From an optimization exercise on the open Yosys and OpenROAD flow, aimed at small area, a short achievable clock period and few clock cycles; shortcuts taken in it are not production practice. No functional check of the RTL was part of any run shown here. Power and IR drop assume default switching activity.

[design/flow/run.sh]
#!/bin/bash
# synth_recipe.tcl (not shown) runs the flow's synth.tcl, then flattens the netlist and writes it again
# the make line also repeats each setting of config.mk as NAME=value (left out here)
make -C /OpenROAD-flow-scripts/flow DESIGN_CONFIG=/design/flow/config.mk WORK_HOME=/design/flow/orfs CLKGATE_MAP_FILE= SYNTH_SCRIPT=/design/flow/synth_recipe.tcl finish
[design/flow/config.mk]
export PLATFORM = sky130hd
export DESIGN_NAME = spitfp_core
export DESIGN_NICKNAME = spitfp_core
export VERILOG_FILES = /design/flow/design.v
export SDC_FILE = /design/flow/constraint.sdc
export NUM_CORES = 4
export LEC_CHECK = 0
export CAP_MARGIN = 20
export CORE_MARGIN = 2
export CORE_UTILIZATION = 60
export PLACE_DENSITY = 0.75
export SETUP_SLACK_MARGIN = 4.5
export SLEW_MARGIN = 20
[design/flow/constraint.sdc]
create_clock -name core_clock -period 8.0 [get_ports {clk}]
set_input_delay 1.6000 -clock core_clock [delete_from_list [all_inputs] [get_ports {clk}]]
set_output_delay 1.6000 -clock core_clock [all_outputs]
set_load 0.01 [all_outputs]
[design/flow/design.v]
module spitfp_core (
    input  wire       clk,
    input  wire       rst,         
    input  wire       in_valid,
    output wire       in_ready,
    input  wire [7:0] in_data,
    output wire       out_valid,
    input  wire       out_ready,
    output wire [7:0] out_data
);
    localparam [20:0] BAUD_MIN      = 21'd400000;
    localparam [20:0] BAUD_MAX      = 21'd2000000;
    localparam [20:0] BAUD_RESET    = 21'd1400000;
    localparam [20:0] DYN_MIN_RESET = 21'd400000;
    localparam [1:0] RX_SEEK = 2'd0;
    localparam [1:0] RX_ACC  = 2'd1;
    localparam [1:0] RX_FC   = 2'd2;
    localparam [1:0] TX_IDLE = 2'd0;
    localparam [1:0] TX_DATA = 2'd1;
    localparam [1:0] TX_ACK  = 2'd2;
    localparam [1:0] SM_SEEK  = 2'd0;
    localparam [1:0] SM_CAND  = 2'd1;
    localparam [1:0] SM_REDIR = 2'd3;
    function [31:0] sinc;
        input [31:0] x;
        sinc = (&x) ? x : x + 32'd1;
    endfunction
    function [7:0] rotl;
        input [7:0] x;
        rotl = {x[6:0], x[7]};
    endfunction
    function [7:0] rotr;
        input [7:0] x;
        rotr = {x[0], x[7:1]};
    endfunction
    reg [7:0]  rb   [0:63];      
    reg [7:0]  pbuf [0:23];      
    reg [7:0]  srx  [0:23];      
    reg [5:0]  head;
    reg [5:0]  tail;
    reg [6:0]  used;
    reg [1:0]  rx_state;
    reg [4:0]  rx_len;
    reg [4:0]  send_len;
    reg [4:0]  slot_tx_len;
    reg [4:0]  slot_rx_len;
    reg [1:0]  tx_src;
    reg [4:0]  tx_idx;
    reg        tx_sent, tx_due, tx_rel;
    reg [7:0]  tx_seqb, tx_sum;
    reg [3:0]  seq_cur, sls;
    reg        ack_owed;
    reg [31:0] now_reg, last_send, zero_run;
    reg [31:0] c_eack, c_efr, c_emsg, c_eovf, c_brick, c_brlet;
    reg [20:0] baud_cfg, baud_cur, baud_new, dyn_min;
    reg        baud_change, dyn_en;
    reg [7:0] ib0, ib1;
    reg       iv0, iv1;
    reg       in_rdy;
    assign in_ready = in_rdy;
    wire in_fire = in_valid & in_rdy;
    wire go;
    always @(posedge clk) begin
        if (rst) begin
            iv0 <= 1'b0;
            iv1 <= 1'b0;
            in_rdy <= 1'b1;
        end else if (go) begin
            if (iv1) begin
                ib0 <= ib1;
                iv0 <= 1'b1;
            end else begin
                ib0 <= in_data;
                iv0 <= in_fire;
            end
            iv1 <= 1'b0;
            in_rdy <= 1'b1;
        end else begin
            if (!iv0) begin
                ib0 <= in_data;
                iv0 <= in_fire;
            end else if (!iv1) begin
                ib1 <= in_data;
                iv1 <= in_fire;
            end
            in_rdy <= !(iv1 | (iv0 & in_fire));
        end
    end
    reg        ov, ov1;
    reg [7:0]  od, od1;
    assign out_valid = ov;
    assign out_data  = od;
    wire       pv;              
    wire [7:0] pd;
    wire       pop = ov & out_ready;
    always @(posedge clk) begin
        if (rst) begin
            ov  <= 1'b0;
            ov1 <= 1'b0;
        end else if (pop || !ov) begin
            if (ov1) begin
                od  <= od1;
                ov  <= 1'b1;
                ov1 <= pv;
                od1 <= pd;
            end else begin
                od  <= pd;
                ov  <= pv;
                ov1 <= 1'b0;
            end
        end else if (pv) begin
            od1 <= pd;
            ov1 <= 1'b1;
        end
    end
    reg        e_opc, e_rx, e_rd, e_sn, e_sd, e_en, e_w;
    reg        w_tick, w_baud, w_dyn, w_prop;
    reg [3:0]  kq;              
    reg [20:0] arg;             
    reg        en_b;
    reg [7:0]  sub_rem;
    reg        sub_l;           
    reg        sub_f;           
    reg [4:0]  sub_n;
    reg [1:0]  sub_st;          
    reg        f_ltmin, f_gtmax, f_ltdyn;
    reg        t_borrow, t_lo, t_hz;
    reg        t3_pend, t3_to;
    reg        r_act, r_drain;
    reg [4:0]  r_idx, r_last, r_sel;
    reg [4:0]  pb_off;
    reg        sc_act;
    reg [1:0]  sm;
    reg [7:0]  rq;              
    reg [5:0]  ra;              
    reg [7:0]  sh;              
    reg [4:0]  soff;            
    reg [4:0]  sL, sLm1;
    reg [7:0]  sseq;
    reg        scopy;
    wire tx_wait = (tx_src == TX_DATA) && (tx_idx == 5'd2) && (pb_off != 5'd0);
    wire stall_c = r_act || ov1 || t3_pend || tx_wait;
    wire go_opc  = iv0 && e_opc && !stall_c;    
    assign go = iv0 && (!e_opc || !stall_c);     
    wire [7:0] b = ib0;
    wire       b_hi0 = (b[7:4] == 4'd0);
    wire       o_reset = e_opc && b_hi0 && (b[3:0] == 4'h1);
    wire       o_tick  = e_opc && b_hi0 && (b[3:0] == 4'h2);
    wire       o_rx    = e_opc && b_hi0 && (b[3:0] == 4'h3);
    wire       o_tx    = e_opc && b_hi0 && (b[3:0] == 4'h4);
    wire       o_sub   = e_opc && b_hi0 && (b[3:0] == 4'h5);
    wire       o_drain = e_opc && b_hi0 && (b[3:0] == 4'h6);
    wire       o_rd    = e_opc && b_hi0 && (b[3:0] == 4'h7);
    wire       o_baud  = e_opc && b_hi0 && (b[3:0] == 4'h8);
    wire       o_dyn   = e_opc && b_hi0 && (b[3:0] == 4'h9);
    wire       o_prop  = e_opc && b_hi0 && (b[3:0] == 4'hA);
    wire       o_inv   = e_opc && !(b_hi0 && (b[3:0] != 4'h0) && (b[3:0] <= 4'hA));
    wire [7:0] cmin_b = kq[0] ? 8'h80 : kq[1] ? 8'h1A : kq[2] ? 8'h06 : 8'h00;
    wire [7:0] cmax_b = kq[0] ? 8'h80 : kq[1] ? 8'h84 : kq[2] ? 8'h1E : 8'h00;
    wire [7:0] dyn_b  = kq[0] ? dyn_min[7:0] : kq[1] ? dyn_min[15:8] :
                        kq[2] ? {3'd0, dyn_min[20:16]} : 8'h00;
    wire [7:0] ls_b   = kq[0] ? last_send[7:0] : kq[1] ? last_send[15:8] :
                        last_send[23:16];
    wire       n_ltmin = (b < cmin_b) || ((b == cmin_b) && !kq[0] && f_ltmin);
    wire       n_gtmax = (b > cmax_b) || ((b == cmax_b) && !kq[0] && f_gtmax);
    wire       n_ltdyn = (b < dyn_b)  || ((b == dyn_b)  && !kq[0] && f_ltdyn);
    wire [8:0] t_sub   = {1'b0, b} - {1'b0, ls_b} - {8'd0, (!kq[0] && t_borrow)};
    wire [7:0] ls3     = last_send[31:24];
    wire [7:0] ls3p1   = last_send[31:24] + 8'd1;
    wire       t_eq3   = t_borrow ? (b == ls3p1) : (b == ls3);
    wire       t_to    = !(t_lo && t_hz && t_eq3);      
    wire        b_zero  = (b == 8'd0);
    wire        f_lo    = b_zero && f_ltmin;
    wire        f_hi    = !b_zero || f_gtmax;
    wire        f_ld    = b_zero && f_ltdyn;
    wire [20:0] clampv  = f_lo ? BAUD_MIN : (f_hi ? BAUD_MAX : arg);
    wire [20:0] propv   = f_ld ? dyn_min  : (f_hi ? BAUD_MAX : arg);
    reg [31:0] reg_val;
    always @(*) begin
        case (r_sel)
            5'h00: reg_val = {19'd0, (zero_run[31:4] != 28'd0), tx_rel, tx_due, tx_sent,
                              tx_src, rx_state, baud_change, ack_owed,
                              (send_len != 5'd0),
                              (slot_tx_len != 5'd0) || (send_len != 5'd0),
                              (slot_rx_len != 5'd0)};
            5'h01: reg_val = {16'd0, 3'd0, tx_idx, sls, seq_cur};
            5'h02: reg_val = c_eack;
            5'h03: reg_val = c_efr;
            5'h04: reg_val = c_emsg;
            5'h05: reg_val = c_eovf;
            5'h06: reg_val = c_brick;
            5'h07: reg_val = c_brlet;
            5'h08: reg_val = {11'd0, baud_cfg};
            5'h09: reg_val = {11'd0, baud_cur};
            5'h0A: reg_val = {11'd0, baud_new};
            5'h0B: reg_val = {31'd0, dyn_en};
            5'h0C: reg_val = {11'd0, dyn_min};
            5'h0D: reg_val = zero_run;
            5'h0E: reg_val = last_send;
            5'h0F: reg_val = {3'd0, rx_len, 3'd0, slot_rx_len, 3'd0, slot_tx_len, 3'd0, send_len};
            5'h10: reg_val = {25'd0, used};
            5'h11: reg_val = now_reg;
            default: reg_val = 32'd0;
        endcase
    end
    reg [7:0] r_byte;
    always @(*) begin
        if (r_drain)
            r_byte = srx[r_idx];
        else case (r_idx[1:0])
            2'd0: r_byte = reg_val[7:0];
            2'd1: r_byte = reg_val[15:8];
            2'd2: r_byte = reg_val[23:16];
            default: r_byte = reg_val[31:24];
        endcase
    end
    wire r_push = r_act && !ov1;
    wire       tx_i1   = (tx_idx == 5'd1);
    wire       tx_last = (tx_idx == send_len - 5'd1);
    wire [7:0] txd_b   = tx_i1 ? tx_seqb : (tx_last ? tx_sum : pbuf[0]);
    wire [7:0] txa_b   = tx_i1 ? tx_seqb : tx_sum;
    wire [7:0] tx_b    = (tx_src == TX_IDLE) ? (tx_due ? {3'd0, send_len} :
                                                (ack_owed ? 8'h03 : 8'h00)) :
                         (tx_src == TX_DATA) ? txd_b : txa_b;
    wire       tx_pl   = go_opc && o_tx && (tx_src == TX_DATA) && !tx_i1 && !tx_last;
    wire s_fin = e_sd && sub_l;
    wire w_fin = e_w && kq[3];
    wire x_push = (go_opc && (o_tx || o_drain || o_inv)) ||
                  (iv0 && (e_rd || (e_sn && b == 8'd0) || s_fin || (w_fin && !w_tick)));
    reg [7:0] x_byte;
    always @(*) begin
        if (e_opc)
            x_byte = o_tx ? tx_b : (o_drain ? {3'd0, slot_rx_len} : 8'h03);
        else if (e_rd)
            x_byte = (b <= 8'h11) ? 8'd0 : 8'd3;
        else if (e_sn)
            x_byte = 8'd2;
        else if (e_sd)
            x_byte = {6'd0, sub_st};
        else
            x_byte = (w_prop && !dyn_en) ? 8'd4 : 8'd0;
    end
    assign pv = x_push || r_push;
    assign pd = x_push ? x_byte : r_byte;
    wire [7:0] rbyte = rb[ra];
    wire       hb_len  = (rq >= 8'd3) && (rq <= 8'd27);
    wire       used0   = (used == 7'd0);
    wire       h_short = ({1'b0, used} < rq);
    wire       c_cse   = (soff == sLm1);
    wire       c_data   = (sL != 5'd3);
    wire [3:0] c_own    = sseq[7:4];
    wire [3:0] c_ackn   = sseq[3:0];
    wire       c_new    = c_data && (c_own != 4'd0) && (c_own != sls);
    wire       c_stall  = c_new && (slot_rx_len != 5'd0);
    wire       ack_match = (send_len != 5'd0) && tx_sent && (c_ackn == seq_cur);
    wire [3:0] seq_next  = (seq_cur == 4'd15) ? 4'd1 : seq_cur + 4'd1;
    wire       cand     = sc_act && (sm == SM_CAND);
    wire       seek     = sc_act && (sm == SM_SEEK);
    wire       s_stop0  = seek && used0;
    wire       s_idle   = seek && !used0 && (rq == 8'd0);
    wire       s_badl   = seek && !used0 && (rq != 8'd0) && !hb_len;
    wire       s_stopa  = seek && !used0 && hb_len && h_short;
    wire       s_start  = seek && !used0 && hb_len && !h_short;
    wire       c_good   = (rq == sh);
    wire       d_fin    = cand && c_cse;
    wire       d_bad    = d_fin && !c_good;
    wire       d_stall  = d_fin && c_good && c_stall;
    wire       d_take   = d_fin && c_good && !c_stall;
    wire       sc_stop  = s_stop0 || s_stopa || d_stall;
    wire       cp_on    = cand && scopy && !c_cse;
    wire [5:0] head_p1 = head + 6'd1;
    integer k;
    always @(posedge clk) begin
        if (r_push) begin
            r_idx <= r_idx + 5'd1;
            if (r_idx == r_last) r_act <= 1'b0;
        end
        if ((e_sd && iv0 && sub_st == 2'd0) || tx_pl ||
            ((pb_off != 5'd0) && !(e_sd && sub_st == 2'd0) &&
             !((tx_src == TX_DATA) && !tx_i1 && (tx_idx != 5'd2) && !tx_last))) begin
            for (k = 0; k < 23; k = k + 1)
                pbuf[k] <= pbuf[k+1];
            pbuf[23] <= (e_sd && sub_st == 2'd0) ? b : pbuf[0];
            pb_off   <= (pb_off == 5'd0 || (e_sd && iv0 && sub_f && sub_st == 2'd0)) ? 5'd23 : pb_off - 5'd1;
        end
        if (!sc_act) begin
            rq <= rbyte;
            ra <= head;
        end else begin
            case (sm)
            SM_SEEK: begin
                if (s_idle || s_badl) begin
                    head <= head + 6'd1;
                    used <= used - 7'd1;
                    rq   <= rbyte;
                    ra   <= ra + 6'd1;
                end
                if (s_idle) zero_run <= sinc(zero_run);
                if (s_badl) c_efr    <= sinc(c_efr);
                if (s_start) begin
                    sm    <= SM_CAND;
                    sL    <= rq[4:0];
                    sLm1  <= rq[4:0] - 5'd1;
                    soff  <= 5'd1;
                    sh    <= rotl(rq);
                    scopy <= (slot_rx_len == 5'd0);
                    rq    <= rbyte;
                    ra    <= ra + 6'd1;
                end
            end
            SM_CAND: begin
                if (!c_cse) begin
                    sh   <= rotl(sh ^ rq);
                    soff <= soff + 5'd1;
                    if (soff == 5'd1) sseq <= rq;
                end
                rq <= rbyte;
                ra <= ra + 6'd1;
                if (d_bad) begin
                    if (sL == 5'd3) c_eack <= sinc(c_eack);
                    else            c_emsg <= sinc(c_emsg);
                    head <= head_p1;
                    used <= used - 7'd1;
                    ra   <= head_p1;
                    sm   <= SM_REDIR;
                end
                if (d_take) begin
                    head     <= head + {1'b0, sL};
                    used     <= used - {2'd0, sL};
                    zero_run <= 32'd0;
                    sm       <= SM_SEEK;
                    if (ack_match) begin
                        if (tx_src == TX_DATA) begin
                            tx_rel <= 1'b1;
                        end else begin
                            send_len <= 5'd0;
                            tx_sent  <= 1'b0;
                            tx_due   <= 1'b0;
                            tx_rel   <= 1'b0;
                            seq_cur  <= seq_next;
                        end
                    end
                    if (c_data) begin
                        if (c_own == 4'd0) begin
                            c_efr <= sinc(c_efr);
                        end else if (c_own == sls) begin
                            ack_owed <= 1'b1;
                        end else begin
                            slot_rx_len <= sL - 5'd3;
                            sls         <= c_own;
                            ack_owed    <= 1'b1;
                            c_brlet     <= sinc(c_brlet);
                        end
                    end
                end
                if (d_stall) sm <= SM_SEEK;
            end
            default: begin    
                rq <= rbyte;
                ra <= ra + 6'd1;
                sm <= SM_SEEK;
            end
            endcase
        end
        if (cp_on) begin
            for (k = 0; k < 24; k = k + 1)
                if (soff == k + 2) srx[k] <= rq;
        end
        if (sc_stop) begin
            sc_act <= 1'b0;
            ra     <= head;
            if (s_stop0) begin
                rx_state <= RX_SEEK;
                rx_len   <= 5'd0;
            end else if (s_stopa) begin
                rx_state <= RX_ACC;
                rx_len   <= rq[4:0];
            end else begin
                rx_state <= RX_FC;
                rx_len   <= sL;
            end
        end
        if ((iv0 && w_fin && w_tick && (!sc_act || sc_stop)) || (t3_pend && sc_stop)) begin
            t3_pend <= 1'b0;
            if (send_len == 5'd0 && slot_tx_len != 5'd0) begin
                send_len    <= slot_tx_len + 5'd3;
                slot_tx_len <= 5'd0;
                tx_sent     <= 1'b0;
                tx_rel      <= 1'b0;
                tx_due      <= 1'b1;
            end else if (send_len != 5'd0 && tx_sent && !tx_due &&
                         tx_src != TX_DATA && (t3_pend ? t3_to : t_to)) begin
                tx_due <= 1'b1;
            end
            if (baud_change && tx_src == TX_IDLE) begin
                baud_cur    <= baud_new;
                baud_change <= 1'b0;
            end
        end else if (iv0 && w_fin && w_tick) begin
            t3_pend <= 1'b1;
            t3_to   <= t_to;
        end
        if (iv0) begin
            if (go_opc) begin
                if (o_tick) begin
                    e_opc <= 1'b0; e_w <= 1'b1; kq <= 4'b0001;
                    w_tick <= 1'b1; w_baud <= 1'b0; w_dyn <= 1'b0; w_prop <= 1'b0;
                    sc_act <= 1'b1;
                    sm     <= SM_SEEK;
                    ra     <= head + 6'd1;
                end
                if (o_rx)  begin e_opc <= 1'b0; e_rx <= 1'b1; end
                if (o_sub) begin e_opc <= 1'b0; e_sn <= 1'b1; end
                if (o_rd)  begin e_opc <= 1'b0; e_rd <= 1'b1; end
                if (o_baud || o_prop) begin
                    e_opc <= 1'b0; e_w <= 1'b1; kq <= 4'b0001;
                    w_tick <= 1'b0; w_baud <= o_baud; w_dyn <= 1'b0; w_prop <= o_prop;
                end
                if (o_dyn) begin
                    e_opc <= 1'b0; e_en <= 1'b1;
                    w_tick <= 1'b0; w_baud <= 1'b0; w_dyn <= 1'b1; w_prop <= 1'b0;
                end
                if (o_tx) begin
                    if (tx_src == TX_IDLE) begin
                        if (tx_due) begin
                            tx_seqb   <= {seq_cur, sls};
                            tx_sum    <= rotl({3'd0, send_len});
                            tx_src    <= TX_DATA;
                            tx_idx    <= 5'd1;
                            tx_due    <= 1'b0;
                            tx_sent   <= 1'b1;
                            last_send <= now_reg;
                            ack_owed  <= 1'b0;
                        end else if (ack_owed) begin
                            tx_seqb  <= {4'd0, sls};
                            tx_sum   <= 8'h06;
                            tx_src   <= TX_ACK;
                            tx_idx   <= 5'd1;
                            ack_owed <= 1'b0;
                        end
                    end else if (tx_src == TX_DATA) begin
                        tx_sum <= rotl(tx_sum ^ txd_b);
                        if (tx_last) begin
                            tx_src <= TX_IDLE;
                            tx_idx <= 5'd0;
                            if (tx_rel) begin
                                send_len <= 5'd0;
                                tx_sent  <= 1'b0;
                                tx_due   <= 1'b0;
                                tx_rel   <= 1'b0;
                                seq_cur  <= seq_next;
                            end
                        end else begin
                            tx_idx <= tx_idx + 5'd1;
                        end
                    end else begin
                        tx_sum <= rotl(tx_sum ^ txa_b);
                        if (tx_idx == 5'd2) begin
                            tx_src <= TX_IDLE;
                            tx_idx <= 5'd0;
                        end else begin
                            tx_idx <= tx_idx + 5'd1;
                        end
                    end
                end
                if (o_drain) begin
                    slot_rx_len <= 5'd0;
                    if (slot_rx_len != 5'd0) begin
                        r_act   <= 1'b1;
                        r_drain <= 1'b1;
                        r_idx   <= 5'd0;
                        r_last  <= slot_rx_len - 5'd1;
                    end
                end
            end
            if (e_rx) begin
                e_rx <= 1'b0; e_opc <= 1'b1;
                rb[tail] <= b;
                tail <= tail + 6'd1;
                if (used[6]) begin
                    head     <= head + 6'd1;
                    ra       <= head_p1;
                    c_eovf   <= sinc(c_eovf);
                    rx_state <= RX_SEEK;
                    rx_len   <= 5'd0;
                end else begin
                    used <= used + 7'd1;
                end
            end
            if (e_rd) begin
                e_rd <= 1'b0; e_opc <= 1'b1;
                r_act   <= 1'b1;
                r_drain <= 1'b0;
                r_idx   <= 5'd0;
                r_last  <= 5'd3;
                r_sel   <= (b <= 8'h11) ? b[4:0] : 5'h1F;
            end
            if (e_sn) begin
                e_sn    <= 1'b0;
                sub_n   <= b[4:0];
                sub_rem <= b;
                sub_l   <= (b == 8'd1);
                sub_f   <= 1'b1;
                if (b == 8'd0 || b > 8'd24)
                    sub_st <= 2'd2;
                else if (slot_tx_len != 5'd0 || send_len != 5'd0)
                    sub_st <= 2'd1;
                else
                    sub_st <= 2'd0;
                if (b == 8'd0) e_opc <= 1'b1;
                else           e_sd  <= 1'b1;
            end
            if (e_sd) begin
                sub_rem <= sub_rem - 8'd1;
                sub_l   <= (sub_rem == 8'd2);
                sub_f   <= 1'b0;
                if (sub_l) begin
                    e_sd <= 1'b0; e_opc <= 1'b1;
                    if (sub_st == 2'd0) begin
                        slot_tx_len <= sub_n;
                        c_brick     <= sinc(c_brick);
                    end
                end
            end
            if (e_en) begin
                e_en <= 1'b0; e_w <= 1'b1; kq <= 4'b0001;
                en_b <= (b != 8'd0);
            end
            if (e_w) begin
                kq <= {kq[2:0], 1'b0};
                f_ltmin  <= n_ltmin;
                f_gtmax  <= n_gtmax;
                f_ltdyn  <= n_ltdyn;
                t_borrow <= t_sub[8];
                if (kq[0]) begin
                    t_lo <= (t_sub[7:0] < 8'd5);
                    t_hz <= 1'b1;
                end else begin
                    t_hz <= t_hz && (t_sub[7:0] == 8'd0);
                end
                if (kq[0]) arg[7:0]   <= b;
                if (kq[1]) arg[15:8]  <= b;
                if (kq[2]) arg[20:16] <= b[4:0];
                if (w_tick) begin
                    if (kq[0]) now_reg[7:0]   <= b;
                    if (kq[1]) now_reg[15:8]  <= b;
                    if (kq[2]) now_reg[23:16] <= b;
                    if (kq[3]) now_reg[31:24] <= b;
                end
                if (kq[3]) begin
                    e_w <= 1'b0; e_opc <= 1'b1;
                    if (w_baud) begin
                        baud_cfg <= clampv;
                        if (!dyn_en) begin
                            baud_new    <= clampv;
                            baud_change <= 1'b1;
                        end
                    end
                    if (w_dyn) begin
                        dyn_en  <= en_b;
                        dyn_min <= clampv;
                        if (!en_b) begin
                            baud_new    <= baud_cfg;
                            baud_change <= 1'b1;
                        end
                    end
                    if (w_prop && dyn_en) begin
                        baud_new    <= propv;
                        baud_change <= 1'b1;
                    end
                end
            end
        end
        if (rst || (go_opc && o_reset)) begin
            head <= 6'd0; tail <= 6'd0; used <= 7'd0;
            rx_state <= RX_SEEK; rx_len <= 5'd0;
            send_len <= 5'd0; slot_tx_len <= 5'd0; slot_rx_len <= 5'd0;
            tx_src <= TX_IDLE; tx_idx <= 5'd0;
            tx_sent <= 1'b0; tx_due <= 1'b0; tx_rel <= 1'b0;
            seq_cur <= 4'd1; sls <= 4'd0; ack_owed <= 1'b0;
            now_reg <= 32'd0; last_send <= 32'd0; zero_run <= 32'd0;
            c_eack <= 32'd0; c_efr <= 32'd0; c_emsg <= 32'd0;
            c_eovf <= 32'd0; c_brick <= 32'd0; c_brlet <= 32'd0;
            baud_cfg <= BAUD_RESET; baud_cur <= BAUD_RESET; baud_new <= BAUD_RESET;
            baud_change <= 1'b0; dyn_en <= 1'b1; dyn_min <= DYN_MIN_RESET;
            ra <= 6'd0;
        end
        if (rst) begin
            e_opc <= 1'b1; e_rx <= 1'b0; e_rd <= 1'b0; e_sn <= 1'b0;
            e_sd <= 1'b0; e_en <= 1'b0; e_w <= 1'b0;
            sc_act  <= 1'b0;
            t3_pend <= 1'b0;
            r_act   <= 1'b0;
            pb_off  <= 5'd0;
        end
    end
endmodule
==> results of run 1 <==
timing repair:
action,CTS,global route
resized for setup,86,68
cloned,1,5
endpoints found under the setup margin,649,444
setup buffers,18,11
pin swaps,12,13
where the power goes:
group	internal (mW)	leakage [nW]	switching (mW)
Sequential	9.25	13.5	0.256
Clock	4.24	2.54	3.21
Combinational	0.290	8.49	0.771
Total	13.8	24.5	4.23
kinds of logic after synthesis:
family | share of synthesized area, %
flip-flops | 60.6
buffers and inverters | 2.58
multiplexers | 7.73
AO/OA/AOI/OAI | 9.88
AND/OR/NAND/NOR | 13.8
XOR/XNOR | 3.61
adder cells (fa/ha/maj) | 1.75
routing by layer:
layer  part of all wire [%]  wire (microns)
met1                     38           83900
met2                     42           93400
met3                     14           30000
met4                    5.8           12700
met5                  0.093             204
cells in the final DEF, fill, tap and decap left out, types with 85 or more instances in the layout:
master,count
xnor2_1,134
inv_1,118
o21ai_0,164
edfxtp_1,1049
nand4_1,103
nor2_1,505
xor2_1,144
clkbuf_16,161
ha_1,85
nor3_1,100
buf_4,92
a21oi_1,317
mux4_2,174
dfxtp_1,451
nand2_1,531
nand3_1,211
a22oi_1,142
final cells by class:
| cell class | count | share of cell area [%] |
|---|---|---|
| diodes | 12 | 0.0399 |
| multi-input cells | 3598 | 33.7 |
| repair buffers | 148 | 2.00 |
| clock buffers | 202 | 5.62 |
| inverters | 121 | 0.611 |
| flip-flops and latches | 1516 | 54.2 |
| clock inverters | 85 | 1.33 |
| well taps | 1488 | 2.47 |
stage by stage:
step,cells,utilization [%]
detailed placement,6836,62.2
finish,7170,67.9
CTS,7142,67.4
global placement,6836,62.2
floorplan,5558,-
global route,7163,67.9
how the worst min path moves through the flow:
stage          cells past startpoint     endpoint  slack, ns
3_5_place_dp                       0  pbuf[18][4]       0.40
4_1_cts                            0  pbuf[10][1]       0.42
6_report                           0  pbuf[21][7]       0.42
2_1_floorplan                      0   pbuf[0][0]       0.40
5_1_grt                            0  pbuf[17][3]       0.43
3_3_place_gp                       0  pbuf[11][1]       0.40
==> summary.md, run 1 <==
| Metric | Value |
|---|---|
| Max FFs per register | `512` |
| RSZ-0062 raised after global routing | `yes` |
| Period utilization | `45.2%` |
| Cell area after layout | `75300 sq um` |
| F_max | `0.277 GHz` |
| Yosys cell types | `101` |
| Placed Instance Area | `69000 sq um` |
| Top cells by area, synth | `edfxtp_1 (47%), dfxtp_1 (14%), mux4_2 (5.8%), nand2_1 (3.0%), nor2_1 (2.9%)` |
| Ys async rst share | `0%` |
| Most frequent cell after synthesis | `edfxtp_1` |
| Post-Route Setup TNS | `0 ns` |
| Total Wirelength | `220000 microns` |
| Reg2Reg Launch Point | `r_sel[0]` |
| Met2 Track Usage GR | `53.6%` |
| Post-DP HPWL | `146000 microns` |
| Max VDD drop | `0.000212 V` |
| Drc violations | `0` |
| Hold Crit Class | `reg -> reg` |
| Worst-Margin Slew | `1.20 ns` |
| Share of the synthesized area in the top cell type | `46.8%` |
| Initial DRC count | `8122` |
| Grt met3 use | `10.8%` |
| GRT met1 Usage | `52.9%` |
| Max-Cap Viols | `0` |
| Largest net degree at the start of global routing | `154` |
| Die W | `339 microns` |
| Seq/Total Area, Yosys | `60.6%` |
| Worst setup margin | `4.39 ns` |
| RD Place Congestion | `1.07` |
| Max FO, Critical Path | `46` |
| Area leader, netlist | `edfxtp_1` |
| Final setup vio count | `0` |
| Number of global-route vias before repair | `45900` |
| Worst R2R End | `od[1]` |
| Root Driver | `clkbuf_16` |
| Synthesized net count | `5662` |
| Largest Register | `rb` |
| Post-Syn Area | `67400 sq um` |
| Largest stage delay, worst path | `0.59 ns` |
| I/O pin count | `22` |
| Die Area | `115000 sq um` |
| Worst-path clk slew | `0.07 ns` |
| Multi-input gate area | `25400 sq um` |
| Minimum clock period | `3.61 ns` |
| Vias/cell | `6.92` |
| Worst Clk Skew | `0.0638 ns` |
| Critical Path AT | `4.14 ns` |
| Overall power | `18.0 mW` |
| P&R area growth vs syn | `11.8%` |
| Avg WL per Cell | `30.7 microns` |
| Crit path depth | `10` |
| Num Clock Sinks | `1516` |
| Largest regs | `rb: 512 flops, pbuf: 192 flops, srx: 192 flops` |
| Initial antenna violation count | `20` |
| Critical path's slowest cell | `a221oi_1` |
| # H-tree levels | `4` |
| Cell chain of the critical path | `buf_12, nand2b_1, nor3_2, buf_4, a22o_1, a221oi_1, a31oi_1, o31ai_4, a32oi_1, mux2_2` |
| Worst skew pair latency | `0.79 ns` |
| Port buffer count | `21` |
| Syn_area_per_cell | `12.1 sq um` |
| Overall global routing resource usage | `37.4%` |
| Hold Fails Final Rpt | `0` |
| Startpoint Class | `flop` |
| Grt ovf | `0` |
| Initial core utilization | `60.7%` |
| Setup slack at placement | `3.40 ns` |
| Hold buffer count at cts | `0` |
| Syn Inst Count | `5558` |
| Yosys warnings | `3` |
| Crit path kind | `reg -> reg` |
| Worst setup startpoint | `r_sel[0]` |
| Commonest cells post-synth | `edfxtp_1 (1049), nand2_1 (532), nor2_1 (512)` |
| Clock tree buffer depth | `3` |
| FP Rows | `122` |
| Filler instances | `7742` |
| Worst reg2reg path depth | `10` |
| TritonRoute pass-1 iters | `9` |
| #FFs+latches synth | `1516` |
| Largest delay share family, worst path | `compound AO/OA/AOI/OAI gates` |
| Main synth FF type | `edfxtp_1` |
| Storage cell area | `40900 sq um` |
| Critical Path RT | `8.53 ns` |
| Max-slew violation count | `0` |
| Crit path capture | `od[1]` |
| Number of flops mapped to enable cells by yosys | `1049` |
| Hold_ws | `0.416 ns` |
| Total CTS buffers | `153` |
| TritonCTS clock tree | `built` |
| Routed via count | `49600` |
| CORE AREA | `111000 sq um` |
| Power Dens Cells | `239 nW/um^2` |
| Chip height | `339 microns` |
| Post-DRT Antenna Nets | `0` |
| Worst Hold Launch | `pbuf[22][7]` |
| Layout cells sized above 1 | `13.0%` |
| GR peak layer | `met2` |
| First-pass GRT wire length | `315000 microns` |
| Static leakage | `24.5 nW` |
| Slew headroom | `19.3%` |
| R2r setup slk | `4.39 ns` |
| CP Buf/Inv Count | `2` |
| Crit end category | `flop` |
| NumNets Final | `5642` |
| Run status | `no timing/DRC/antenna violations` |
==> inputs of run 2 (changes only) <==
--- a/design/flow/config.mk
+++ b/design/flow/config.mk
@@ -9,5 +9,5 @@
 export CORE_MARGIN = 2
-export CORE_UTILIZATION = 60
-export PLACE_DENSITY = 0.75
-export SETUP_SLACK_MARGIN = 4.5
+export CORE_UTILIZATION = 40
+export PLACE_DENSITY = 0.6
+export SETUP_SLACK_MARGIN = 5.0
 export SLEW_MARGIN = 20
==> summary.md, run 2 <==
| Metric | Value |
|---|---|
| Run status | `no timing/DRC/antenna violations` |
| Most frequent cell after synthesis | `edfxtp_1` |
| Yosys warnings | `3 (unchanged)` |
| Vias/cell | `6.16 (-11%)` |
| Max FFs per register | `512 (unchanged)` |
| Worst-Margin Slew | `1.17 ns (-0.0343 ns)` |
| Commonest cells post-synth | `edfxtp_1 (1049), nand2_1 (532), nor2_1 (512)` |
| Hold Crit Class | `reg -> reg` |
| Minimum clock period | `3.38 ns (-0.238 ns)` |
| Max VDD drop | `0.000224 V (+5.7%)` |
| Slew headroom | `22.1% (+2.9 points)` |
| Max-slew violation count | `0 (unchanged)` |
| Filler instances | `14600 (+89%)` |
| R2r setup slk | `4.62 ns (+0.24 ns)` |
| Most frequent cells in the layout | `edfxtp_1 (1049), nand2_1 (521), nor2_1 (464), dfxtp_1 (439), a21oi_1 (307)` |
| Critical Path AT | `3.95 ns (-0.19 ns)` |
| FP Rows | `150 (+23%)` |
| Num Clock Sinks | `1516 (unchanged)` |
| Hold Fails Final Rpt | `0 (unchanged)` |
| GR peak layer | `met2` |
| Top cells by area, synth | `edfxtp_1 (47%), dfxtp_1 (14%), mux4_2 (5.8%), nand2_1 (3.0%), nor2_1 (2.9%)` |
| Drc violations | `0 (unchanged)` |
| Met2 Track Usage GR | `37.4% (-16 points)` |
| F_max | `0.296 GHz (+7.0%)` |
| Reg2Reg Launch Point | `r_sel[2]` |
| Crit path kind | `reg -> reg` |
| Worst reg2reg path depth | `12 (+2)` |
| Chip height | `414 microns (+22%)` |
| CORE AREA | `167000 sq um (+51%)` |
| Number of flops mapped to enable cells by yosys | `1049 (unchanged)` |
| Port buffer count | `21 (unchanged)` |
| Period utilization | `42.2% (-3.0 points)` |
| I/O pin count | `22 (unchanged)` |
| First-pass GRT wire length | `326000 microns (+3.5%)` |
| Largest stage delay, worst path | `0.59 ns (about the same)` |
| Routed via count | `49900 (+0.54%)` |
| Die Area | `172000 sq um (+49%)` |
| Worst Clk Skew | `0.0710 ns (+0.00718 ns)` |
| Initial core utilization | `40.3% (-20 points)` |
| Largest net degree at the start of global routing | `88 (-43%)` |
| Worst Hold Launch | `pbuf[2][0]` |
| Critical path's slowest cell | `o211ai_1` |
| Layout cells sized above 1 | `20.5% (+7.5 points)` |
| Area leader, netlist | `edfxtp_1` |
| P&R area growth vs syn | `19.5%` |
| TritonRoute pass-1 iters | `7 (-2)` |
| Worst Hold Path Cells | `0 (unchanged)` |
| Post-Route Setup TNS | `0 ns (unchanged)` |
| Max FO, Critical Path | `8 (-83%)` |
| Most common cell after layout, fill and taps aside | `edfxtp_1` |
| Worst-path clk slew | `0.06 ns (about the same)` |
| Synthesized net count | `5662 (unchanged)` |
| Final setup vio count | `0 (unchanged)` |
| Total Wirelength | `234000 microns (+6.4%)` |
| Grt ovf | `0 (unchanged)` |
| Grt met3 use | `6.29% (-4.5 points)` |
| Seq/Total Area, Yosys | `60.6% (unchanged)` |
| Critical Path RT | `8.57 ns (+0.04 ns)` |
| Avg WL per Cell | `28.9 microns (-5.9%)` |
| Ys async rst share | `0% (unchanged)` |
| Startpoint Class | `flop` |
| Cell chain of the critical path | `buf_6, buf_12, nand3b_1, buf_6, nor2_4, buf_12, a22oi_2, nand4_1, o31a_1, o211ai_1, o311ai_2, mux2_4` |
| Worst skew pair latency | `0.84 ns (+0.05 ns)` |
| Hold_ws | `0.393 ns (-0.0232 ns)` |
| Largest regs | `rb: 512 flops, pbuf: 192 flops, srx: 192 flops` |
| TritonCTS clock tree | `built` |
| Initial antenna violation count | `8 (-60%)` |
| # H-tree levels | `4 (unchanged)` |
| Yosys cell types | `101 (unchanged)` |
| GRT met1 Usage | `36.9% (-16 points)` |
| Overall global routing resource usage | `25.9% (-12 points)` |
| Root Driver | `clkbuf_16` |
| Hold EP | `pbuf[1][0]` |
| Worst setup margin | `4.62 ns (+0.238 ns)` |
| Setup slack at placement | `3.54 ns (+0.142 ns)` |
| #FFs+latches synth | `1516 (unchanged)` |
| Worst R2R End | `od[0]` |
| Initial DRC count | `6446 (-21%)` |
| Share of the synthesized area in the top cell type | `46.8% (unchanged)` |
| Max-Cap Viols | `0 (unchanged)` |
| RD Place Congestion | `1.02 (-5.3%)` |
| Post-DRT Antenna Nets | `0 (unchanged)` |
| Die W | `414 microns (+22%)` |
| Largest Register | `rb` |
| Post-Syn Area | `67400 sq um (unchanged)` |
| RSZ-0062 raised after global routing | `yes` |
| Number of global-route vias before repair | `45600 (-0.75%)` |
| Total CTS buffers | `161 (+5.2%)` |
| Crit end category | `flop` |
| Power Dens Cells | `227 nW/um^2 (-4.9%)` |
| Main synth FF type | `edfxtp_1` |
| NumNets Final | `5866 (+4.0%)` |
| Clock tree buffer depth | `3 (unchanged)` |
| Post-DP HPWL | `153000 microns (+4.3%)` |
| Static leakage | `26.4 nW (+7.5%)` |
| Hold buffer count at cts | `0 (unchanged)` |
| Syn Inst Count | `5558 (unchanged)` |
| Syn_area_per_cell | `12.1 sq um (unchanged)` |
==> run 2: cell counts after synthesis <==
No cell type changed its count.
==> run 2: worst max-delay path by stage <==
stage | from | to | slack [ns] | cells past startpoint
3_5_place_dp | rst | c_eack[27] | 3.54 | 8
2_1_floorplan | ib0[2] | pb_off[4] | 1.95 | 8
6_report | r_sel[2] | od[0] | 4.62 | 12
5_1_grt | kq[1] | t_hz | 4.69 | 15
4_1_cts | od[3] | out_data[3] | 4.73 | 1
3_3_place_gp | rst | c_eack[27] | 3.54 | 8
==> run 2: through the flow <==
stage / cell area (sq um) / util (%) / std cells / power (mW)
2_1_floorplan: 67500 / - / 5558 / 10.2
3_3_place_gp: 70000 / 41.9 / 7564 / 10.6
3_5_place_dp: 70100 / 41.9 / 7564 / 10.6
4_1_cts: 78600 / 47.0 / 7992 / 18.3
5_1_grt: 80500 / 48.1 / 8100 / 18.8
6_report: 80500 / 48.1 / 8101 / 18.3
==> run 2: power by group <==
| group | leakage (nW) | internal, mW | switching, mW |
|---|---|---|---|
| combinational | 10.2 | 0.428 | 0.849 |
| sequential | 13.5 | 9.24 | 0.257 |
| clock | 2.61 | 4.23 | 3.29 |
| total | 26.4 | 13.9 | 4.40 |
==> run 2: metal layers <==
| metal | vias up | part of all wire [%] |
|---|---|---|
| met5 | - | 0.019 |
| met4 | 8 | 5.0 |
| met3 | 594 | 11 |
| met2 | 2885 | 43 |
| met1 | 25000 | 41 |
| li1 | 21400 | - |
==> run 2: logic make-up after synthesis <==
group,Yosys count,synth area share [%]
and+or+nand+nor,1916,13.8
DFF,1516,60.6
AOI/OAI and AO/OA,1015,9.88
buffers and inverters,445,2.58
muxes,296,7.73
xor gates and xnor gates,278,3.61
adders and majority gates,92,1.75
==> run 2: area by class of cell <==
type	count	area, sq um	area share [%]
antenna	1	2.50	0.00311
clock buffer	211	4400	5.46
clock inverter	86	961	1.19
inverter	121	470	0.584
multi-input combinational	3602	26900	33.4
sequential	1516	40900	50.8
tap	2204	2760	3.43
timing repair buffer	360	4130	5.14
==> run 2: repair_timing <==
item | CTS | global route
buffers inserted | 116 | 89
setup endpoints to repair | 925 | 712
gates resized for setup | 460 | 195
pin swaps | 98 | 89
gates cloned | 15 | 19
==> run 2: worst max-delay path: cells and delay by family, from the launching register on <==
kind                   cells  cell delay, ns
AOI/OAI and AO/OA          4            1.45
buffers and inverters      4            0.60
DFF                        1            0.44
muxes                      1            0.31
and+or+nand+nor            3            0.33
==> inputs of run 3 (changes only) <==
--- a/design/flow/design.v
+++ b/design/flow/design.v
@@ -141,5 +141,4 @@
     wire tx_wait = (tx_src == TX_DATA) && (tx_idx == 5'd2) && (pb_off != 5'd0);
-    wire stall_c = r_act || ov1 || t3_pend || tx_wait;
-    wire go_opc  = iv0 && e_opc && !stall_c;    
-    assign go = iv0 && (!e_opc || !stall_c);     
+    wire stall   = e_opc && (r_act || ov1 || t3_pend || tx_wait);
+    assign go = iv0 && !stall;
     wire [7:0] b = ib0;
@@ -224,7 +223,8 @@
                          (tx_src == TX_DATA) ? txd_b : txa_b;
-    wire       tx_pl   = go_opc && o_tx && (tx_src == TX_DATA) && !tx_i1 && !tx_last;
+    wire       tx_pl   = go && o_tx && (tx_src == TX_DATA) && !tx_i1 && !tx_last;
     wire s_fin = e_sd && sub_l;
     wire w_fin = e_w && kq[3];
-    wire x_push = (go_opc && (o_tx || o_drain || o_inv)) ||
-                  (iv0 && (e_rd || (e_sn && b == 8'd0) || s_fin || (w_fin && !w_tick)));
+    wire x_push = go && (o_tx || o_drain || o_inv ||
+                         e_rd || (e_sn && b == 8'd0) || s_fin ||
+                         (w_fin && !w_tick));
     reg [7:0] x_byte;
@@ -277,3 +277,3 @@
         end
-        if ((e_sd && iv0 && sub_st == 2'd0) || tx_pl ||
+        if ((e_sd && go && sub_st == 2'd0) || tx_pl ||
             ((pb_off != 5'd0) && !(e_sd && sub_st == 2'd0) &&
@@ -283,3 +283,3 @@
             pbuf[23] <= (e_sd && sub_st == 2'd0) ? b : pbuf[0];
-            pb_off   <= (pb_off == 5'd0 || (e_sd && iv0 && sub_f && sub_st == 2'd0)) ? 5'd23 : pb_off - 5'd1;
+            pb_off   <= (pb_off == 5'd0 || (e_sd && go && sub_f && sub_st == 2'd0)) ? 5'd23 : pb_off - 5'd1;
         end
@@ -382,3 +382,3 @@
         end
-        if ((iv0 && w_fin && w_tick && (!sc_act || sc_stop)) || (t3_pend && sc_stop)) begin
+        if ((go && w_fin && w_tick && (!sc_act || sc_stop)) || (t3_pend && sc_stop)) begin
             t3_pend <= 1'b0;
@@ -398,3 +398,3 @@
             end
-        end else if (iv0 && w_fin && w_tick) begin
+        end else if (go && w_fin && w_tick) begin
             t3_pend <= 1'b1;
@@ -402,4 +402,4 @@
         end
-        if (iv0) begin
-            if (go_opc) begin
+        if (go) begin
+            if (e_opc) begin
                 if (o_tick) begin
@@ -573,3 +573,3 @@
         end
-        if (rst || (go_opc && o_reset)) begin
+        if (rst || (go && o_reset)) begin
             head <= 6'd0; tail <= 6'd0; used <= 7'd0;
--- a/design/flow/config.mk
+++ b/design/flow/config.mk
@@ -11,3 +11,2 @@
 export PLACE_DENSITY = 0.6
-export SETUP_SLACK_MARGIN = 5.0
 export SLEW_MARGIN = 20
==> summary.md, run 3 <==
| Metric | Value |
|---|---|
| Run status | `no timing/DRC/antenna violations` |
| Number of global-route vias before repair | `44100 (-3.3%)` |
| Max FO, Critical Path | `28 (+20)` |
| Total CTS buffers | `157 (-2.5%)` |
| Hold buffer count at cts | `0 (unchanged)` |
| Post-DP HPWL | `155000 microns (+1.3%)` |
| Worst skew pair latency | `0.85 ns (about the same)` |
| Worst Clk Skew | `0.0608 ns (-0.0102 ns)` |
| Startpoint Class | `flop` |
| Initial DRC count | `7252 (+13%)` |
| # H-tree levels | `4 (unchanged)` |
| Port buffer count | `21 (unchanged)` |
| Post-CTS Setup Inserts | `0 (-100%)` |
| TritonCTS clock tree | `built` |
| Max-slew violation count | `0 (unchanged)` |
| Seq/Total Area, Yosys | `60.8% (+0.13 points)` |
| Main synth FF type | `edfxtp_1` |
| Post-DRT Antenna Nets | `0 (unchanged)` |
| F_max | `0.198 GHz (-33%)` |
| Yosys warnings | `3 (unchanged)` |
| Initial antenna violation count | `6 (-2)` |
| Share of the synthesized area in the top cell type | `46.9% (+0.10 points)` |
| Final setup vio count | `0 (unchanged)` |
| Chip height | `414 microns (-0.11%)` |
| Slew headroom | `19.4% (-2.8 points)` |
| First-pass GRT wire length | `318000 microns (-2.7%)` |
| Max VDD drop | `0.000257 V (+15%)` |
| Total Wirelength | `222000 microns (-5.2%)` |
| Drc violations | `0 (unchanged)` |
| Die Area | `171000 sq um (-0.21%)` |
| Vias/cell | `6.09 (-1.2%)` |
| P&R area growth vs syn | `11.4%` |
| Overall global routing resource usage | `25.5% (-0.35 points)` |
| RD Place Congestion | `1.01 (-0.48%)` |
| TritonRoute pass-1 iters | `6 (-1)` |
| Area leader, netlist | `edfxtp_1` |
| Max FFs per register | `512 (unchanged)` |
| CP Buf/Inv Count | `1 (-3)` |
| Most frequent cell after synthesis | `edfxtp_1` |
| Number of flops mapped to enable cells by yosys | `1049 (unchanged)` |
| Num Clock Sinks | `1516 (unchanged)` |
| Clock tree buffer depth | `3 (unchanged)` |
| Routed via count | `47800 (-4.1%)` |
| Crit end category | `flop` |
| Most used cell, CP | `a21oi_1` |
| NumNets Final | `5630 (-4.0%)` |
| Top cells by area, synth | `edfxtp_1 (47%), dfxtp_1 (14%), mux4_2 (5.6%), nor2_1 (3.5%), nand2_1 (2.6%)` |
| Largest regs | `rb: 512 flops, pbuf: 192 flops, srx: 192 flops` |
| Critical Path AT | `5.79 ns (+1.84 ns)` |
| Most common cell after layout, fill and taps aside | `edfxtp_1` |
| Die W | `414 microns (-0.11%)` |
| Most frequent cells in the layout | `edfxtp_1 (1049), nor2_1 (628), nand2_1 (468), dfxtp_1 (463), a21oi_1 (268)` |
| Grt ovf | `0 (unchanged)` |
| Worst-Margin Slew | `1.21 ns (+0.0437 ns)` |
| Minimum clock period | `5.06 ns (+1.68 ns)` |
| Hold Crit Class | `reg -> reg` |
| Layout cells sized above 1 | `10.6% (-9.9 points)` |
| Syn Inst Count | `5580 (+0.40%)` |
| I/O pin count | `22 (unchanged)` |
| RSZ-0062 raised after global routing | `no` |
| Hold Fails Final Rpt | `0 (unchanged)` |
| Post-Place Cells | `7569 (+0.066%)` |
| Largest Register | `rb` |
| Critical path's slowest cell | `a21oi_1` |
| Filler instances | `15300 (+4.9%)` |
| Post-Route Setup TNS | `0 ns (unchanged)` |
| Largest stage delay, worst path | `0.86 ns (+0.27 ns)` |
| #FFs+latches synth | `1516 (unchanged)` |
| Ys async rst share | `0% (unchanged)` |
| Finished Layout Cells | `7860 (-3.0%)` |
| Avg WL per Cell | `28.2 microns (-2.3%)` |
| Yosys cell types | `96 (-5.0%)` |
| Root Driver | `clkbuf_16` |
| Cell chain of the critical path | `o31ai_1, o311a_1, buf_4, nand3_1, a21oi_1, nand4_1, or3_1, a21oi_1` |
| Period utilization | `63.2% (+21 points)` |
| Syn_area_per_cell | `12.0 sq um (-0.61%)` |
| Power Dens Cells | `237 nW/um^2 (+4.3%)` |
| Post-Syn Area | `67200 sq um (-0.22%)` |
| Worst-path clk slew | `0.06 ns (about the same)` |
| CORE AREA | `167000 sq um (-0.11%)` |
| Static leakage | `24.2 nW (-8.1%)` |
| Largest net degree at the start of global routing | `174 (+98%)` |
| Commonest cells post-synth | `edfxtp_1 (1049), nor2_1 (632), nand2_1 (469)` |
| Crit path kind | `reg -> reg` |
| Critical Path RT | `8.73 ns (+0.16 ns)` |
| CTS-repair resized insts | `0 (-100%)` |
| Largest delay share family, worst path | `compound AO/OA/AOI/OAI gates` |
| Initial core utilization | `40.3% (-0.042 points)` |
| Max-Cap Viols | `0 (unchanged)` |
| FP Rows | `150 (unchanged)` |
| Synthesized net count | `5685 (+0.41%)` |
## run 3: metrics by stage
stage,hold WS [ns],power [mW],utilization [%],instance area [sq um],setup slack (ns)
6_report,0.390,17.7,44.8,74900,2.94
5_1_grt,0.396,18.3,44.8,74900,2.84
2_1_floorplan,0.400,10.2,-,67200,1.10
3_3_place_gp,0.401,10.6,41.7,69700,3.23
4_1_cts,0.388,17.9,44.8,74800,3.17
3_5_place_dp,0.405,10.6,41.7,69700,3.21
## run 3: logic make-up after synthesis
| family | Yosys count | share of synthesized area [%] |
|---|---|---|
| adders and majority gates | 93 | 1.78 |
| and+or+nand+nor | 1983 | 14.1 |
| muxes | 281 | 7.38 |
| xor gates and xnor gates | 282 | 3.67 |
| DFF | 1516 | 60.8 |
| buffers and inverters | 458 | 2.71 |
| AOI/OAI and AO/OA | 967 | 9.63 |
## run 3: path summary, 6_finish.rpt
kind	start	to	slack (ns)	cells after the start
worst min register to register	pbuf[14][6]	pbuf[13][6]	0.39	0
worst min-delay path	pbuf[14][6]	pbuf[13][6]	0.39	0
worst max register to register	ov1	c_brick[31]	2.94	8
worst max-delay path	ov1	c_brick[31]	2.94	8
## run 3: area by class of cell
class                   instances  area (sq um)  share of cell area (%)
clock inverters                84           901                    1.20
repair buffers                123          1000                    1.34
well taps                    2204          2760                    3.68
flip-flops and latches       1516         40900                    54.6
clock buffers                 203          4210                    5.63
multi-input cells            3606         24700                    33.0
inverters                     121           462                   0.617
diodes                          3          7.51                  0.0100
## run 3: power breakdown
| group | total, mW | switching [mW] | leakage [nW] | internal [mW] |
|---|---|---|---|---|
| sequential | 9.47 | 0.233 | 13.4 | 9.24 |
| combinational | 1.00 | 0.757 | 8.35 | 0.245 |
| clock | 7.27 | 3.27 | 2.45 | 4.01 |
| total | 17.7 | 4.26 | 24.2 | 13.5 |
## run 3: metal layers
layer	vias up	GRT usage [%]	part of all wire [%]
li1	20800	-	-
met1	24100	38.2	44
met2	2522	36.4	42
met3	394	5.94	11
met4	4	8.25	3.2
met5	-	0	0.010
==> inputs of run 4 (changes only) <==
--- a/design/flow/config.mk
+++ b/design/flow/config.mk
@@ -11,2 +11,3 @@
 export PLACE_DENSITY = 0.6
+export SETUP_SLACK_MARGIN = 4.5
 export SLEW_MARGIN = 20
==> summary.md, run 4 <==
| Metric | Value |
|---|---|
| Storage cell area | `40900 sq um (about the same)` |
| Critical Path RT | `8.55 ns (-0.18 ns)` |
| Critical Path AT | `4.07 ns (-1.72 ns)` |
| Post-Syn Area | `67200 sq um (unchanged)` |
| Filler instances | `15000 (-2.0%)` |
| Overall global routing resource usage | `25.5% (about the same)` |
| Hold Crit Class | `reg -> reg` |
| Largest net degree at the start of global routing | `182 (+4.6%)` |
| Final setup vio count | `0 (unchanged)` |
| Overall power | `18.2 mW (+2.6%)` |
| Initial antenna violation count | `10 (+4)` |
| Commonest cells post-synth | `edfxtp_1 (1049), nor2_1 (632), nand2_1 (469)` |
| Total Wirelength | `223000 microns (+0.31%)` |
| Root Driver | `clkbuf_16` |
| Slew headroom | `27.4% (+8.1 points)` |
| Drc violations | `0 (unchanged)` |
| Setup slack at placement | `3.47 ns (+0.258 ns)` |
| Num Clock Sinks | `1516 (unchanged)` |
| Period utilization | `44.0% (-19 points)` |
| Max-slew violation count | `0 (unchanged)` |
| Main synth FF type | `edfxtp_1` |
| Initial core utilization | `40.3% (unchanged)` |
| Power Dens Cells | `237 nW/um^2 (+0.11%)` |
| #FFs+latches synth | `1516 (unchanged)` |
| Grt ovf | `0 (unchanged)` |
| Worst Clk Skew | `0.0720 ns (+0.0112 ns)` |
| Worst skew pair latency | `0.82 ns (-0.03 ns)` |
| Static leakage | `24.9 nW (+2.6%)` |
| Startpoint Class | `flop` |
| Run status | `no timing/DRC/antenna violations` |
| Max FO, Critical Path | `21 (-25%)` |
| P&R area growth vs syn | `14.1%` |
| Max-Cap Viols | `0 (unchanged)` |
| Yosys cell types | `96 (unchanged)` |
| Initial DRC count | `6387 (-12%)` |
| RD Place Congestion | `0.971 (-3.9%)` |
| Most common cell after layout, fill and taps aside | `edfxtp_1` |
| TritonCTS clock tree | `built` |
| Number of global-route vias before repair | `44400 (+0.72%)` |
| Yosys warnings | `3 (unchanged)` |
| Number of flops mapped to enable cells by yosys | `1049 (unchanged)` |
| Post-DRT Antenna Nets | `0 (unchanged)` |
| NumNets Final | `5678 (+0.85%)` |
| Most frequent cells in the layout | `edfxtp_1 (1049), nor2_1 (555), nand2_1 (463), dfxtp_1 (453), a21oi_1 (263)` |
| RSZ-0062 raised after global routing | `yes` |
| Post-Route Setup TNS | `0 ns (unchanged)` |
| Crit end category | `flop` |
| Syn Inst Count | `5580 (unchanged)` |
| Worst-path clk slew | `0.06 ns (about the same)` |
| Routed via count | `48300 (+1.1%)` |
| Final core occ | `45.9% (+1.1 points)` |
| Max FFs per register | `512 (unchanged)` |
| CORE AREA | `167000 sq um (unchanged)` |
| Area leader, netlist | `edfxtp_1` |
| Avg WL per Cell | `28.1 microns (-0.34%)` |
| Top cells by area, synth | `edfxtp_1 (47%), dfxtp_1 (14%), mux4_2 (5.6%), nor2_1 (3.5%), nand2_1 (2.6%)` |
| I/O pin count | `22 (unchanged)` |
| # H-tree levels | `4 (unchanged)` |
| Hold Fails Final Rpt | `0 (unchanged)` |
| Total CTS buffers | `162 (+3.2%)` |
| TritonRoute pass-1 iters | `6 (unchanged)` |
| Post-DP HPWL | `152000 microns (-1.9%)` |
| Clock tree buffer depth | `3 (unchanged)` |
| Largest regs | `rb: 512 flops, pbuf: 192 flops, srx: 192 flops` |
| Vias/cell | `6.11 (+0.41%)` |
| Largest Register | `rb` |
| R2r setup slk | `4.48 ns (+1.53 ns)` |
| Synthesized net count | `5685 (unchanged)` |
| Multi-input gate area | `25600 sq um (+3.9%)` |
| Chip height | `414 microns (unchanged)` |
| Ys async rst share | `0% (unchanged)` |
| Most frequent cell after synthesis | `edfxtp_1` |
| Worst setup margin | `4.48 ns (+1.53 ns)` |
| Die W | `414 microns (unchanged)` |
| Syn_area_per_cell | `12.0 sq um (unchanged)` |
| F_max | `0.284 GHz (+43%)` |
| Share of the synthesized area in the top cell type | `46.9% (unchanged)` |
| Crit path kind | `reg -> reg` |
| Seq/Total Area, Yosys | `60.8% (unchanged)` |
| Die Area | `171000 sq um (unchanged)` |
| Minimum clock period | `3.52 ns (-1.53 ns)` |
| Layout cells sized above 1 | `14.5% (+3.9 points)` |
| First-pass GRT wire length | `319000 microns (+0.39%)` |
| FP Rows | `150 (unchanged)` |
| Max VDD drop | `0.000222 V (-14%)` |
| Worst-Margin Slew | `1.08 ns (-0.125 ns)` |
| Port buffer count | `21 (unchanged)` |
[run 4: changes by cell type in the layout (fill, tap and decap cells not counted), moves of 10 or more]
cell	delta
buf_6	+16
buf_12	+10
nor2_4	+55
nor2_2	+18
buf_4	+12
nand3_1	-11
nor2_1	-73
clkinv_1	-16
dfxtp_1	-10
dfxtp_2	+10
[run 4: what timing repair did]
item / CTS / global route
hold buffers: 0 / 0
endpoints found under the setup margin: 1000 / 838
gates cloned: 1 / 1
hold endpoints to repair: 0 / 0
buffers inserted: 31 / 12
resized for setup: 189 / 118
pin swaps: 10 / 12
[run 4: cell families after synthesis]
family                     Yosys count  synth area share [%]
buffers and inverters              458                  2.71
xor gates and xnor gates           282                  3.67
adders and majority gates           93                  1.78
muxes                              281                  7.38
DFF                               1516                  60.8
and+or+nand+nor                   1983                  14.1
AOI/OAI and AO/OA                  967                  9.63
[run 4: final cells by class]
cell class	instances	share of cell area [%]
clock inverters	81	1.20
well taps	2204	3.59
diodes	3	0.00978
repair buffers	166	2.09
flip-flops and latches	1516	53.3
inverters	121	0.618
clock buffers	214	5.83
multi-input cells	3606	33.4
[run 4: final timing paths]
kind               start          end  depth (start not counted)
max             r_sel[2]        od[5]                         10
min          pbuf[18][3]  pbuf[17][3]                          0
max reg2reg     r_sel[2]        od[5]                         10
min reg2reg  pbuf[18][3]  pbuf[17][3]                          0
[run 4: where the power goes]
part | leakage [nW] | switching [mW] | internal [mW]
Sequential | 13.4 | 0.231 | 9.23
Clock | 2.62 | 3.23 | 4.39
Combinational | 8.82 | 0.816 | 0.314
Total | 24.9 | 4.28 | 13.9
[run 4: metal layers]
layer	track usage, %	routed length (microns)	vias up
met1	37.3	95000	24300
met5	0	66	-
met3	4.88	21300	458
met4	9.00	8790	10
met2	37.8	97400	2642
li1	-	-	21000
[run 4: critical path: stages, from the launching register on]
cell and delay, ns:
edfxtp_1 0.46, nor3b_2 0.19, buf_4 0.24, and2_2 0.35
buf_4 0.27, a22oi_1 0.38, nand4_1 0.18, o21ai_0 0.42
a31oi_1 0.14, a211o_1 0.32, mux2_2 0.27
[run 4: per-stage QoR]
| step | cells | hold slack (ns) | area [sq um] |
|---|---|---|---|
| 2_1_floorplan | 5580 | 0.400 | 67300 |
| 3_3_place_gp | 7568 | 0.400 | 69700 |
| 3_5_place_dp | 7568 | 0.405 | 69700 |
| 4_1_cts | 7895 | 0.368 | 76100 |
| 5_1_grt | 7908 | 0.374 | 76700 |
| 6_report | 7911 | 0.371 | 76700 |

separate check: timing with driven ports:
The results above use ideal ports. As a check the final layouts listed here were re-extracted and re-timed, cells and wires unchanged. Step 1 assumes that a clkbuf_16 drives the clock port and a buf_2 every other input. Step 2, shift: input delay + t, output delay - t, t = (earliest + latest rising clock arrival at the registers) / 2. This alone moves slack from input paths to output paths. a / b / c = no drivers / after step 1 / after step 2; a / b = the first two.
run	t (ns)	slack for setup (ns)	hold slack, ns
run 1	0.840	4.385 / 4.385 / 3.818	0.416 / 0.416 / 0.416
run 2	0.885	4.623 / 4.623 / 4.237	0.393 / 0.393 / 0.393
run 3	0.915	2.945 / 2.945 / 2.945	0.390 / 0.390 / 0.390
run 4	0.879	4.476 / 4.465 / 4.335	0.371 / 0.371 / 0.371
After both steps every run listed still meets setup and hold. For run 1, which loses most, drivers alone change the setup slack by 0.000 ns; drivers and shift together by -0.567 ns.
